Context: an optimization exercise on an open-source flow, tuned for small area. The choices shown serve that exercise and are no tape-out recipe.
In this exercise RTL edits were held to simulation tests only and were not proved equivalent to the original.
Power is estimated from default activity; no workload was simulated.

==> flow/design.v (excerpt) <==
module filter_core #(
    parameter NMAX = 32
) (
    input  wire        clk,
    input  wire        rst_n,
    input  wire        cmd_valid,
    output wire        cmd_ready,
    input  wire [23:0] cmd_data,
    output wire        rsp_valid,
    input  wire        rsp_ready,
    output wire [31:0] rsp_data,
    output wire        fault_o
);
Size in the first run: roughly 2,300 cells after synthesis, ~63 I/O pins, ~25,000 um^2 of cells after synthesis.
Settings: LEC_CHECK=0, CAP_MARGIN=20, CORE_MARGIN=2, CORE_UTILIZATION=40, CTS_BUF_LIST=sky130_fd_sc_hd__clkbuf_8, CTS_CLUSTER_DIAMETER=55, CTS_CLUSTER_SIZE=18, GPL_TIMING_DRIVEN=0, PLACE_DENSITY=0.9, SLEW_MARGIN=5; clock period 12.0 ns.
standard.sh (not shown) runs the stock make flow with config.mk's settings and CLKGATE_MAP_FILE= SYNTH_SCRIPT=/design/flow/synth_recipe.tcl, a recipe that flattens the netlist after the stock synthesis.
==> flow/flow/run.sh <==
#!/bin/bash
# Own layout flow: the standard layout (standard.sh), except that the
# synthesis maps the combinational logic with an area-oriented ABC script
# (flow/abc_area_map.script) instead of ORFS's delay-oriented one. The
# synthesis is otherwise ORFS's, run through the standard flow's synth_recipe.tcl, so the
# registers and their names are those of the standard synthesis. The port
# buffers that the standard flow inserts are plain buf_1 cells, and clock tree
# synthesis adds no dummy loads.
set -euo pipefail
W=$(pwd)
S=$FLOW_HOME/scripts
mkdir -p "$W/mysynth"
sed -e "s#\$::env(SCRIPTS_DIR)/abc_speed.script#$W/flow/abc_area_map.script#" \
    -e "s#\$::env(SCRIPTS_DIR)/abc_area.script#$W/flow/abc_area_map.script#" \
    "$S/synth_preamble.tcl" > "$W/mysynth/synth_preamble.tcl"
sed -e "s#\$::env(SCRIPTS_DIR)/synth_preamble.tcl#$W/mysynth/synth_preamble.tcl#" \
    "$S/synth.tcl" > "$W/mysynth/synth.tcl"
sed -e "s#\$::env(SCRIPTS_DIR)/synth.tcl#$W/mysynth/synth.tcl#" \
    "$W/synth_recipe.tcl" > "$W/mysynth/synth_recipe.tcl"
sed -E "s#SYNTH_SCRIPT=[^ ]+#SYNTH_SCRIPT=$W/mysynth/synth_recipe.tcl 'BUFFER_PORTS_ARGS=-buffer_cell sky130_fd_sc_hd__buf_1' 'CTS_ARGS=-sink_clustering_enable -repair_clock_nets -sink_clustering_size 18 -sink_clustering_max_diameter 55 -buf_list sky130_fd_sc_hd__clkbuf_8 -sink_clustering_buffer sky130_fd_sc_hd__clkbuf_8 -root_buf sky130_fd_sc_hd__clkbuf_4 -tree_buf sky130_fd_sc_hd__clkbuf_4 -dont_use_dummy_load'#" \
    "$W/standard.sh" > "$W/mysynth/standard.sh"
grep -q "abc_area_map.script" "$W/mysynth/synth_preamble.tcl"
grep -q "mysynth/synth_preamble.tcl" "$W/mysynth/synth.tcl"
grep -q "mysynth/synth.tcl" "$W/mysynth/synth_recipe.tcl"
grep -q "mysynth/synth_recipe.tcl 'BUFFER_PORTS_ARGS.*dont_use_dummy_load'" "$W/mysynth/standard.sh"
bash "$W/mysynth/standard.sh" > "$W/flow_make.log" 2>&1
==> flow/flow/abc_area_map.script <==
&get -n
&st
&syn2
&dch -f
&nf -R 1000 -p -C 32 -F 8 -A 4
&st
&syn2
&dch -f
&nf -R 1000 -p -C 32 -F 8 -A 4
&st
&syn2
&dch -f
&nf -R 1000 -p -C 32 -F 8 -A 4
&st
&syn2
&dch -f
&nf -R 1000 -p -C 32 -F 8 -A 4
&put
topo
The starting point finished with timing, DRC and antenna clean.
==> next run, changes <==
--- a/flow/flow/run.sh
+++ b/flow/flow/run.sh
@@ -6,3 +6 @@
-# registers and their names are those of the standard synthesis. The port
-# buffers that the standard flow inserts are plain buf_1 cells, and clock tree
-# synthesis adds no dummy loads.
+# registers and their names are those of the standard synthesis.
@@ -20 +18 @@
-sed -E "s#SYNTH_SCRIPT=[^ ]+#SYNTH_SCRIPT=$W/mysynth/synth_recipe.tcl 'BUFFER_PORTS_ARGS=-buffer_cell sky130_fd_sc_hd__buf_1' 'CTS_ARGS=-sink_clustering_enable -repair_clock_nets -sink_clustering_size 18 -sink_clustering_max_diameter 55 -buf_list sky130_fd_sc_hd__clkbuf_8 -sink_clustering_buffer sky130_fd_sc_hd__clkbuf_8 -root_buf sky130_fd_sc_hd__clkbuf_4 -tree_buf sky130_fd_sc_hd__clkbuf_4 -dont_use_dummy_load'#" \
+sed -E "s#SYNTH_SCRIPT=[^ ]+#SYNTH_SCRIPT=$W/mysynth/synth_recipe.tcl#" \
@@ -25 +23 @@
-grep -q "mysynth/synth_recipe.tcl 'BUFFER_PORTS_ARGS.*dont_use_dummy_load'" "$W/mysynth/standard.sh"
+grep -q "mysynth/synth_recipe.tcl" "$W/mysynth/standard.sh"
==> flow/flow/abc_area_map.script (replaced) <==
&get -n
&st
&syn2
&dch -f
&nf -R 1000 -p
&st
&syn2
&dch -f
&nf -R 1000 -p
&put
topo
- CTS_BUF_LIST: sky130_fd_sc_hd__clkbuf_8 -> sky130_fd_sc_hd__clkbuf_16
- CTS_CLUSTER_DIAMETER: 55 -> 80
- CTS_CLUSTER_SIZE: 18 -> 30
- GPL_TIMING_DRIVEN: 0 -> unset
- PLACE_DENSITY: 0.9 -> unset
- SLEW_MARGIN: 5 -> 20
Result: Global-route usage increases by 4.1 points. Non-clock buffer count increases by 30. Routed wire length increases by about 16%. Die area increases by about 1.3%. Clock skew decreases by 0.053 ns. Design area increases by about 5%. Final cell count increases by 2.6%. Worst setup slack gets better by 1.3 ns. Total power increases by about 10%.
==> next run, changes <==
--- a/flow/flow/run.sh
+++ b/flow/flow/run.sh
@@ -6 +6,3 @@
-# registers and their names are those of the standard synthesis.
+# registers and their names are those of the standard synthesis. The port
+# buffers that the standard flow inserts are plain buf_1 cells, and clock tree
+# synthesis adds no dummy loads.
@@ -18 +20 @@
-sed -E "s#SYNTH_SCRIPT=[^ ]+#SYNTH_SCRIPT=$W/mysynth/synth_recipe.tcl#" \
+sed -E "s#SYNTH_SCRIPT=[^ ]+#SYNTH_SCRIPT=$W/mysynth/synth_recipe.tcl 'BUFFER_PORTS_ARGS=-buffer_cell sky130_fd_sc_hd__buf_1' 'CTS_ARGS=-sink_clustering_enable -repair_clock_nets -sink_clustering_size 18 -sink_clustering_max_diameter 55 -buf_list sky130_fd_sc_hd__clkbuf_8 -dont_use_dummy_load'#" \
@@ -23 +25 @@
-grep -q "mysynth/synth_recipe.tcl" "$W/mysynth/standard.sh"
+grep -q "mysynth/synth_recipe.tcl 'BUFFER_PORTS_ARGS.*dont_use_dummy_load'" "$W/mysynth/standard.sh"
==> flow/flow/abc_area_map.script (replaced) <==
&get -n
&st
&syn2
&dch -f
&nf -R 1000 -p -C 32 -F 8 -A 4
&st
&syn2
&dch -f
&nf -R 1000 -p -C 32 -F 8 -A 4
&st
&syn2
&dch -f
&nf -R 1000 -p -C 32 -F 8 -A 4
&st
&syn2
&dch -f
&nf -R 1000 -p -C 32 -F 8 -A 4
&put
topo
- CTS_BUF_LIST: sky130_fd_sc_hd__clkbuf_16 -> sky130_fd_sc_hd__clkbuf_8
- CTS_CLUSTER_DIAMETER: 80 -> 55
- CTS_CLUSTER_SIZE: 30 -> 18
- GPL_TIMING_DRIVEN: unset -> 0
- SLEW_MARGIN: 20 -> 5
Via count fell by 3.6%.
Register-to-register slack gets worse by 1.6 ns.
Wire length fell by about 9%.
Core utilization fell by 1.7 points.
Cell area fell by 4.3%.
Die area fell by about 1.3%.
Total power fell by about 8%.
Combinational power fell by 9.2%.
Worst hold slack gets worse by 0.059 ns.
==> next run, changes <==
--- a/flow/flow/run.sh
+++ b/flow/flow/run.sh
@@ -20 +20 @@
-sed -E "s#SYNTH_SCRIPT=[^ ]+#SYNTH_SCRIPT=$W/mysynth/synth_recipe.tcl 'BUFFER_PORTS_ARGS=-buffer_cell sky130_fd_sc_hd__buf_1' 'CTS_ARGS=-sink_clustering_enable -repair_clock_nets -sink_clustering_size 18 -sink_clustering_max_diameter 55 -buf_list sky130_fd_sc_hd__clkbuf_8 -dont_use_dummy_load'#" \
+sed -E "s#SYNTH_SCRIPT=[^ ]+#SYNTH_SCRIPT=$W/mysynth/synth_recipe.tcl 'BUFFER_PORTS_ARGS=-buffer_cell sky130_fd_sc_hd__buf_1' 'CTS_ARGS=-sink_clustering_enable -repair_clock_nets -sink_clustering_size 18 -sink_clustering_max_diameter 55 -buf_list sky130_fd_sc_hd__clkbuf_8 -sink_clustering_buffer sky130_fd_sc_hd__clkbuf_8 -root_buf sky130_fd_sc_hd__clkbuf_4 -tree_buf sky130_fd_sc_hd__clkbuf_4 -dont_use_dummy_load'#" \
- PLACE_DENSITY: unset -> 0.8
- SLEW_MARGIN: 5 -> 0
Count of clock-buffer cells in the layout came out lower by 5.
Clock skew went down by 0.011 ns.
Fmax rose by a few percent.
Sequential share of layout area grows by 0.23 points.


Setup of run 1:
filter_core again, from the RTL that the note above started with.
==> flow/config.mk <==
export PLATFORM = sky130hd
export DESIGN_NAME = filter_core
export DESIGN_NICKNAME = filter_core
export VERILOG_FILES = /design/flow/design.v
export SDC_FILE = /design/flow/constraint.sdc
export NUM_CORES = 4
export LEC_CHECK = 0
export CAP_MARGIN = 20
export CORE_MARGIN = 2
export CORE_UTILIZATION = 40
export CTS_BUF_LIST = sky130_fd_sc_hd__clkbuf_8
export CTS_CLUSTER_DIAMETER = 55
export CTS_CLUSTER_SIZE = 18
export GPL_TIMING_DRIVEN = 0
export SLEW_MARGIN = 5
==> flow/constraint.sdc <==
create_clock -name core_clock -period 12.0 [get_ports {clk}]
set_input_delay 2.4000 -clock core_clock [delete_from_list [all_inputs] [get_ports {clk}]]
set_output_delay 2.4000 -clock core_clock [all_outputs]
set_load 0.01 [all_outputs]
==> flow/flow/run.sh <==
#!/bin/bash
# Own layout flow: the standard layout (standard.sh), except that the
# synthesis maps the combinational logic with an area-oriented ABC script
# (flow/abc_area_map.script) instead of ORFS's delay-oriented one. The
# synthesis is otherwise ORFS's, run through the standard flow's synth_recipe.tcl, so the
# registers and their names are those of the standard synthesis. The port
# buffers that the standard flow inserts are plain buf_1 cells, and clock tree
# synthesis adds no dummy loads.
set -euo pipefail
W=$(pwd)
S=$FLOW_HOME/scripts
mkdir -p "$W/mysynth"
sed -e "s#\$::env(SCRIPTS_DIR)/abc_speed.script#$W/flow/abc_area_map.script#" \
    -e "s#\$::env(SCRIPTS_DIR)/abc_area.script#$W/flow/abc_area_map.script#" \
    "$S/synth_preamble.tcl" > "$W/mysynth/synth_preamble.tcl"
sed -e "s#\$::env(SCRIPTS_DIR)/synth_preamble.tcl#$W/mysynth/synth_preamble.tcl#" \
    "$S/synth.tcl" > "$W/mysynth/synth.tcl"
sed -e "s#\$::env(SCRIPTS_DIR)/synth.tcl#$W/mysynth/synth.tcl#" \
    "$W/synth_recipe.tcl" > "$W/mysynth/synth_recipe.tcl"
sed -E "s#SYNTH_SCRIPT=[^ ]+#SYNTH_SCRIPT=$W/mysynth/synth_recipe.tcl 'BUFFER_PORTS_ARGS=-buffer_cell sky130_fd_sc_hd__buf_1' 'CTS_ARGS=-sink_clustering_enable -repair_clock_nets -sink_clustering_size 18 -sink_clustering_max_diameter 55 -buf_list sky130_fd_sc_hd__clkbuf_8 -sink_clustering_buffer sky130_fd_sc_hd__clkbuf_8 -root_buf sky130_fd_sc_hd__clkbuf_4 -tree_buf sky130_fd_sc_hd__clkbuf_4 -dont_use_dummy_load'#" \
    "$W/standard.sh" > "$W/mysynth/standard.sh"
grep -q "abc_area_map.script" "$W/mysynth/synth_preamble.tcl"
grep -q "mysynth/synth_preamble.tcl" "$W/mysynth/synth.tcl"
grep -q "mysynth/synth.tcl" "$W/mysynth/synth_recipe.tcl"
grep -q "mysynth/synth_recipe.tcl 'BUFFER_PORTS_ARGS.*dont_use_dummy_load'" "$W/mysynth/standard.sh"
bash "$W/mysynth/standard.sh" > "$W/flow_make.log" 2>&1
==> flow/flow/abc_area_map.script <==
&get -n
&st
&syn2
&dch -f
&nf -R 1000 -p -C 32 -F 8 -A 4
&st
&syn2
&dch -f
&nf -R 1000 -p -C 32 -F 8 -A 4
&st
&syn2
&dch -f
&nf -R 1000 -p -C 32 -F 8 -A 4
&st
&syn2
&dch -f
&nf -R 1000 -p -C 32 -F 8 -A 4
&put
topo
The flow did not stop early for run 1: all stages ran, and the layout cleared the timing, DRC and antenna checks.
### run 1 -> run 2
# run 1
export LEC_CHECK = 0
export CAP_MARGIN = 20
export CORE_MARGIN = 2
export CORE_UTILIZATION = 40
export CTS_BUF_LIST = sky130_fd_sc_hd__clkbuf_8
export CTS_CLUSTER_DIAMETER = 55
export CTS_CLUSTER_SIZE = 18
export GPL_TIMING_DRIVEN = 0
export SLEW_MARGIN = 5
create_clock -name core_clock -period 12.0 [get_ports {clk}]
# run 2
export LEC_CHECK = 0
export CAP_MARGIN = 20
export CORE_MARGIN = 2
export CORE_UTILIZATION = 40
export CTS_BUF_LIST = sky130_fd_sc_hd__clkbuf_8
export CTS_CLUSTER_DIAMETER = 60
export CTS_CLUSTER_SIZE = 16
export GPL_TIMING_DRIVEN = 0
export SLEW_MARGIN = 5
create_clock -name core_clock -period 12.0 [get_ports {clk}]
-- flow/flow/run.sh --
<<< run 1, line 18
sed -e "s#\$::env(SCRIPTS_DIR)/synth.tcl#$W/mysynth/synth.tcl#" \
    "$W/synth_recipe.tcl" > "$W/mysynth/synth_recipe.tcl"
sed -E "s#SYNTH_SCRIPT=[^ ]+#SYNTH_SCRIPT=$W/mysynth/synth_recipe.tcl 'BUFFER_PORTS_ARGS=-buffer_cell sky130_fd_sc_hd__buf_1' 'CTS_ARGS=-sink_clustering_enable -repair_clock_nets -sink_clustering_size 18 -sink_clustering_max_diameter 55 -buf_list sky130_fd_sc_hd__clkbuf_8 -sink_clustering_buffer sky130_fd_sc_hd__clkbuf_8 -root_buf sky130_fd_sc_hd__clkbuf_4 -tree_buf sky130_fd_sc_hd__clkbuf_4 -dont_use_dummy_load'#" \
    "$W/standard.sh" > "$W/mysynth/standard.sh"
grep -q "abc_area_map.script" "$W/mysynth/synth_preamble.tcl"
>>> run 2, line 18
sed -e "s#\$::env(SCRIPTS_DIR)/synth.tcl#$W/mysynth/synth.tcl#" \
    "$W/synth_recipe.tcl" > "$W/mysynth/synth_recipe.tcl"
sed -E "s#SYNTH_SCRIPT=[^ ]+#SYNTH_SCRIPT=$W/mysynth/synth_recipe.tcl 'BUFFER_PORTS_ARGS=-buffer_cell sky130_fd_sc_hd__buf_1' 'CTS_ARGS=-sink_clustering_enable -repair_clock_nets -sink_clustering_size 16 -sink_clustering_max_diameter 60 -buf_list sky130_fd_sc_hd__clkbuf_8 -dont_use_dummy_load'#" \
    "$W/standard.sh" > "$W/mysynth/standard.sh"
grep -q "abc_area_map.script" "$W/mysynth/synth_preamble.tcl"
--- outcome ---
- Run 2 -> run 1: number of slew-limit violations in the final report delta 0, exact match
- Run 2 reports its critical path's slowest cell as sky130_fd_sc_hd__nor4bb_1 while run 1 reports sky130_fd_sc_hd__nor2_1.
- Run 2 vs. run 1: worst hold slack shows an increase of 0.060 ns, number of antenna violations at the first check in global routing shows a reduction of 3, critical path depth shows an increase of about 13%, combinational fraction of design power shows no meaningful change, via count shows an increase of 92.
- Worst setup slack: run 2 vs run 1 down 0.012 ns
Input changes introduced in run 3 (baseline for comparison: run 2):
# run 2
export LEC_CHECK = 0
export CAP_MARGIN = 20
export CORE_MARGIN = 2
export CORE_UTILIZATION = 40
export CTS_BUF_LIST = sky130_fd_sc_hd__clkbuf_8
export CTS_CLUSTER_DIAMETER = 60
export CTS_CLUSTER_SIZE = 16
export GPL_TIMING_DRIVEN = 0
export SLEW_MARGIN = 5
create_clock -name core_clock -period 12.0 [get_ports {clk}]
# run 3
export LEC_CHECK = 0
export CAP_MARGIN = 0
export CORE_MARGIN = 2
export CORE_UTILIZATION = 40
export CTS_BUF_LIST = sky130_fd_sc_hd__clkbuf_8
export CTS_CLUSTER_DIAMETER = 60
export CTS_CLUSTER_SIZE = 16
export GPL_TIMING_DRIVEN = 0
export SLEW_MARGIN = 0
create_clock -name core_clock -period 12.0 [get_ports {clk}]
==> flow/flow/run.sh <==
#!/bin/bash
# Own layout flow: the standard layout (standard.sh), except that the
# synthesis maps the combinational logic with an area-oriented ABC script
# (flow/abc_area_map.script) instead of ORFS's delay-oriented one. The
# synthesis is otherwise ORFS's, run through the standard flow's synth_recipe.tcl, so the
# registers and their names are those of the standard synthesis. The port
# buffers that the standard flow inserts are plain buf_1 cells.
set -euo pipefail
W=$(pwd)
S=$FLOW_HOME/scripts
mkdir -p "$W/mysynth"
sed -e "s#\$::env(SCRIPTS_DIR)/abc_speed.script#$W/flow/abc_area_map.script#" \
    -e "s#\$::env(SCRIPTS_DIR)/abc_area.script#$W/flow/abc_area_map.script#" \
    "$S/synth_preamble.tcl" > "$W/mysynth/synth_preamble.tcl"
sed -e "s#\$::env(SCRIPTS_DIR)/synth_preamble.tcl#$W/mysynth/synth_preamble.tcl#" \
    "$S/synth.tcl" > "$W/mysynth/synth.tcl"
sed -e "s#\$::env(SCRIPTS_DIR)/synth.tcl#$W/mysynth/synth.tcl#" \
    "$W/synth_recipe.tcl" > "$W/mysynth/synth_recipe.tcl"
sed -E "s#SYNTH_SCRIPT=[^ ]+#SYNTH_SCRIPT=$W/mysynth/synth_recipe.tcl 'BUFFER_PORTS_ARGS=-buffer_cell sky130_fd_sc_hd__buf_1'#" \
    "$W/standard.sh" > "$W/mysynth/standard.sh"
grep -q "abc_area_map.script" "$W/mysynth/synth_preamble.tcl"
grep -q "mysynth/synth_preamble.tcl" "$W/mysynth/synth.tcl"
grep -q "mysynth/synth.tcl" "$W/mysynth/synth_recipe.tcl"
grep -q "mysynth/synth_recipe.tcl 'BUFFER_PORTS_ARGS" "$W/mysynth/standard.sh"
bash "$W/mysynth/standard.sh" > "$W/flow_make.log" 2>&1
==> flow/flow/abc_area_map.script <==
&get -n
&st
&syn2
&dch -f
&nf -R 1000 -p
&st
&syn2
&dch -f
&nf -R 1000 -p
&put
topo
==> comparison <==
- The power consumed by the clock network in run 3 sits about 10% above the value recorded for run 2.
- Higher global routing usage on met2 goes to run 3 over run 2.
- As of run 3, overall die area had risen slightly compared to run 2.
- On average wire length per cell after detail routing, the lower figure sits with run 2, not run 3.
- Comparing run 3 with run 2, the met3 usage in global routing came out essentially unchanged.
- In the tables for run 3 and run 2, met1 usage in global routing reads higher with run 3.
- NOTE: core utilization in run 3 exceeds that of run 2
- Run 3 ends up with a post-synthesis cell count that is about 2.3% higher than in run 2.
- Run 3 ran in full, but the layout does not pass; the checks complain about max-capacitance violations.
- Per the comparison of run 3 with run 2, area growth from synthesis to final layout +0.31 points, data arrival at the endpoint of the critical path -0.94 ns.
diff inputs: run 3 => run 4
# run 3
export LEC_CHECK = 0
export CAP_MARGIN = 0
export CORE_MARGIN = 2
export CORE_UTILIZATION = 40
export CTS_BUF_LIST = sky130_fd_sc_hd__clkbuf_8
export CTS_CLUSTER_DIAMETER = 60
export CTS_CLUSTER_SIZE = 16
export GPL_TIMING_DRIVEN = 0
export SLEW_MARGIN = 0
create_clock -name core_clock -period 12.0 [get_ports {clk}]
# run 4
export LEC_CHECK = 0
export CAP_MARGIN = 20
export CORE_MARGIN = 2
export CORE_UTILIZATION = 40
export CTS_BUF_LIST = sky130_fd_sc_hd__clkbuf_8
export CTS_CLUSTER_DIAMETER = 55
export CTS_CLUSTER_SIZE = 18
export GPL_TIMING_DRIVEN = 0
export PLACE_DENSITY = 0.8
export SLEW_MARGIN = 5
create_clock -name core_clock -period 12.0 [get_ports {clk}]
==> flow/flow/run.sh <==
#!/bin/bash
# Own layout flow: the standard layout (standard.sh), except that the
# synthesis maps the combinational logic with an area-oriented ABC script
# (flow/abc_area_map.script) instead of ORFS's delay-oriented one. The
# synthesis is otherwise ORFS's, run through the standard flow's synth_recipe.tcl, so the
# registers and their names are those of the standard synthesis. The port
# buffers that the standard flow inserts are plain buf_1 cells, and clock tree
# synthesis adds no dummy loads.
set -euo pipefail
W=$(pwd)
S=$FLOW_HOME/scripts
mkdir -p "$W/mysynth"
sed -e "s#\$::env(SCRIPTS_DIR)/abc_speed.script#$W/flow/abc_area_map.script#" \
    -e "s#\$::env(SCRIPTS_DIR)/abc_area.script#$W/flow/abc_area_map.script#" \
    "$S/synth_preamble.tcl" > "$W/mysynth/synth_preamble.tcl"
sed -e "s#\$::env(SCRIPTS_DIR)/synth_preamble.tcl#$W/mysynth/synth_preamble.tcl#" \
    "$S/synth.tcl" > "$W/mysynth/synth.tcl"
sed -e "s#\$::env(SCRIPTS_DIR)/synth.tcl#$W/mysynth/synth.tcl#" \
    "$W/synth_recipe.tcl" > "$W/mysynth/synth_recipe.tcl"
sed -E "s#SYNTH_SCRIPT=[^ ]+#SYNTH_SCRIPT=$W/mysynth/synth_recipe.tcl 'BUFFER_PORTS_ARGS=-buffer_cell sky130_fd_sc_hd__buf_1' 'CTS_ARGS=-sink_clustering_enable -repair_clock_nets -sink_clustering_size 18 -sink_clustering_max_diameter 55 -buf_list sky130_fd_sc_hd__clkbuf_8 -sink_clustering_buffer sky130_fd_sc_hd__clkbuf_8 -root_buf sky130_fd_sc_hd__clkbuf_4 -tree_buf sky130_fd_sc_hd__clkbuf_4 -dont_use_dummy_load'#" \
    "$W/standard.sh" > "$W/mysynth/standard.sh"
grep -q "abc_area_map.script" "$W/mysynth/synth_preamble.tcl"
grep -q "mysynth/synth_preamble.tcl" "$W/mysynth/synth.tcl"
grep -q "mysynth/synth.tcl" "$W/mysynth/synth_recipe.tcl"
grep -q "mysynth/synth_recipe.tcl 'BUFFER_PORTS_ARGS.*dont_use_dummy_load'" "$W/mysynth/standard.sh"
bash "$W/mysynth/standard.sh" > "$W/flow_make.log" 2>&1
==> flow/flow/abc_area_map.script <==
&get -n
&st
&syn2
&dch -f
&nf -R 1000 -p -C 32 -F 8 -A 4
&st
&syn2
&dch -f
&nf -R 1000 -p -C 32 -F 8 -A 4
&st
&syn2
&dch -f
&nf -R 1000 -p -C 32 -F 8 -A 4
&st
&syn2
&dch -f
&nf -R 1000 -p -C 32 -F 8 -A 4
&put
topo
## What came out
Looking at top routing layer in use, the met5 result is from run 4; the met4 one comes from run 3.
Run 4 reached the final stage; the timing, DRC and antenna checks on its layout passed.
The final reports for run 4 and run 3 show post-placement worst setup slack lower in the former.
[compare] base=run 3 new=run 4: clock-cell share of area saw a decrease, setup slack of the critical path after layout saw a decrease, global-route usage saw a decrease, mux share of post-synthesis cell area saw little to no change, first-pass GRT wire length saw a decrease.
Re number of buffer and inverter instances along the worst setup path: run 4 is 1 up on run 3.
Compared with run 3, run 4 improves area after synthesis.
For run 5, these inputs were changed with respect to run 4:
# run 4
export LEC_CHECK = 0
export CAP_MARGIN = 20
export CORE_MARGIN = 2
export CORE_UTILIZATION = 40
export CTS_BUF_LIST = sky130_fd_sc_hd__clkbuf_8
export CTS_CLUSTER_DIAMETER = 55
export CTS_CLUSTER_SIZE = 18
export GPL_TIMING_DRIVEN = 0
export PLACE_DENSITY = 0.8
export SLEW_MARGIN = 5
create_clock -name core_clock -period 12.0 [get_ports {clk}]
# run 5
export LEC_CHECK = 0
export CAP_MARGIN = 20
export CORE_MARGIN = 2
export CORE_UTILIZATION = 40
export CTS_BUF_LIST = sky130_fd_sc_hd__clkbuf_8
export CTS_CLUSTER_DIAMETER = 60
export CTS_CLUSTER_SIZE = 16
export SLEW_MARGIN = 20
create_clock -name core_clock -period 12.0 [get_ports {clk}]
==> flow/flow/run.sh <==
#!/bin/bash
# Own layout flow: the standard layout (standard.sh), except that the
# synthesis maps the combinational logic with an area-oriented ABC script
# (flow/abc_area_map.script) instead of ORFS's delay-oriented one. The
# synthesis is otherwise ORFS's, run through the standard flow's synth_recipe.tcl, so the
# registers and their names are those of the standard synthesis.
set -euo pipefail
W=$(pwd)
S=$FLOW_HOME/scripts
mkdir -p "$W/mysynth"
sed -e "s#\$::env(SCRIPTS_DIR)/abc_speed.script#$W/flow/abc_area_map.script#" \
    -e "s#\$::env(SCRIPTS_DIR)/abc_area.script#$W/flow/abc_area_map.script#" \
    "$S/synth_preamble.tcl" > "$W/mysynth/synth_preamble.tcl"
sed -e "s#\$::env(SCRIPTS_DIR)/synth_preamble.tcl#$W/mysynth/synth_preamble.tcl#" \
    "$S/synth.tcl" > "$W/mysynth/synth.tcl"
sed -e "s#\$::env(SCRIPTS_DIR)/synth.tcl#$W/mysynth/synth.tcl#" \
    "$W/synth_recipe.tcl" > "$W/mysynth/synth_recipe.tcl"
sed -E "s#SYNTH_SCRIPT=[^ ]+#SYNTH_SCRIPT=$W/mysynth/synth_recipe.tcl#" \
    "$W/standard.sh" > "$W/mysynth/standard.sh"
grep -q "abc_area_map.script" "$W/mysynth/synth_preamble.tcl"
grep -q "mysynth/synth_preamble.tcl" "$W/mysynth/synth.tcl"
grep -q "mysynth/synth.tcl" "$W/mysynth/synth_recipe.tcl"
grep -q "mysynth/synth_recipe.tcl" "$W/mysynth/standard.sh"
bash "$W/mysynth/standard.sh" > "$W/flow_make.log" 2>&1
==> flow/flow/abc_area_map.script <==
&get -n
&st
&syn2
&dch -f
&nf -R 1000 -p
&st
&syn2
&dch -f
&nf -R 1000 -p
&put
topo
- Going from run 4 to run 5, total detailed-routing wirelength grows by 17%.
- Run 5 did not stop at any stage, and its layout met the timing, DRC and antenna checks.
- Of the two values seen for last element of the critical path, rcode[2]$_SDFFCE_PP0P_ was produced by run 5 and state[6]$_SDFFE_PN0P_ by run 4.
- Adder-cell area share of the yosys netlist across run 5 and run 4: no real change.
- compound AO/OA/AOI/OAI gates as the dominant combinational cell family by area after synthesis was reported by run 4, and simple AND/OR/NAND/NOR gates by run 5.
- Looking at core region area, run 5 sits about 0.55% higher than run 4 does.

==> static timing again, ports no longer ideal <==
The results above use ideal ports. As a check the final layouts listed here were re-extracted and re-timed, cells and wires unchanged.
Step 1 (the two cells are an assumption about what drives the block):
set clk [get_ports {clk}]
set_driving_cell -lib_cell sky130_fd_sc_hd__clkbuf_16 $clk
set_driving_cell -lib_cell sky130_fd_sc_hd__buf_2 [delete_from_list [all_inputs] $clk]
Step 2 also shifts input and output timing later by t, the mid clock arrival at the registers, as if the neighbouring blocks saw the same clock.
Three values: ideal ports, drivers, drivers and shift; two values: the first two.
run | t, ns | setup WS [ns] | worst setup path after step 2 | slew at the worst register clock pin (ns)
the first run of note 1 | 0.865 | 1.133 / 1.133 / 1.133 | register to register | 0.11 / 0.11
the second run of note 1 | 0.650 | 2.440 / 2.440 / 2.440 | register to register | 0.10 / 0.10
the third run of note 1 | 0.705 | 0.796 / 0.796 / 0.796 | register to register | 0.11 / 0.11
the fourth run of note 1 | 0.847 | 1.077 / 1.077 / 1.077 | register to register | 0.12 / 0.12
run 1 | 0.899 | 0.825 / 0.825 / 0.825 | register to register | 0.11 / 0.11
run 2 | 0.719 | 0.813 / 0.813 / 0.813 | register to register | 0.11 / 0.11
run 3 | 0.792 | 1.646 / 1.646 / 1.646 | register to register | 0.11 / 0.11
run 4 | 0.849 | 0.923 / 0.923 / 0.923 | register to register | 0.11 / 0.11
run 5 | 0.751 | 2.520 / 2.520 / 2.520 | register to register | 0.11 / 0.11
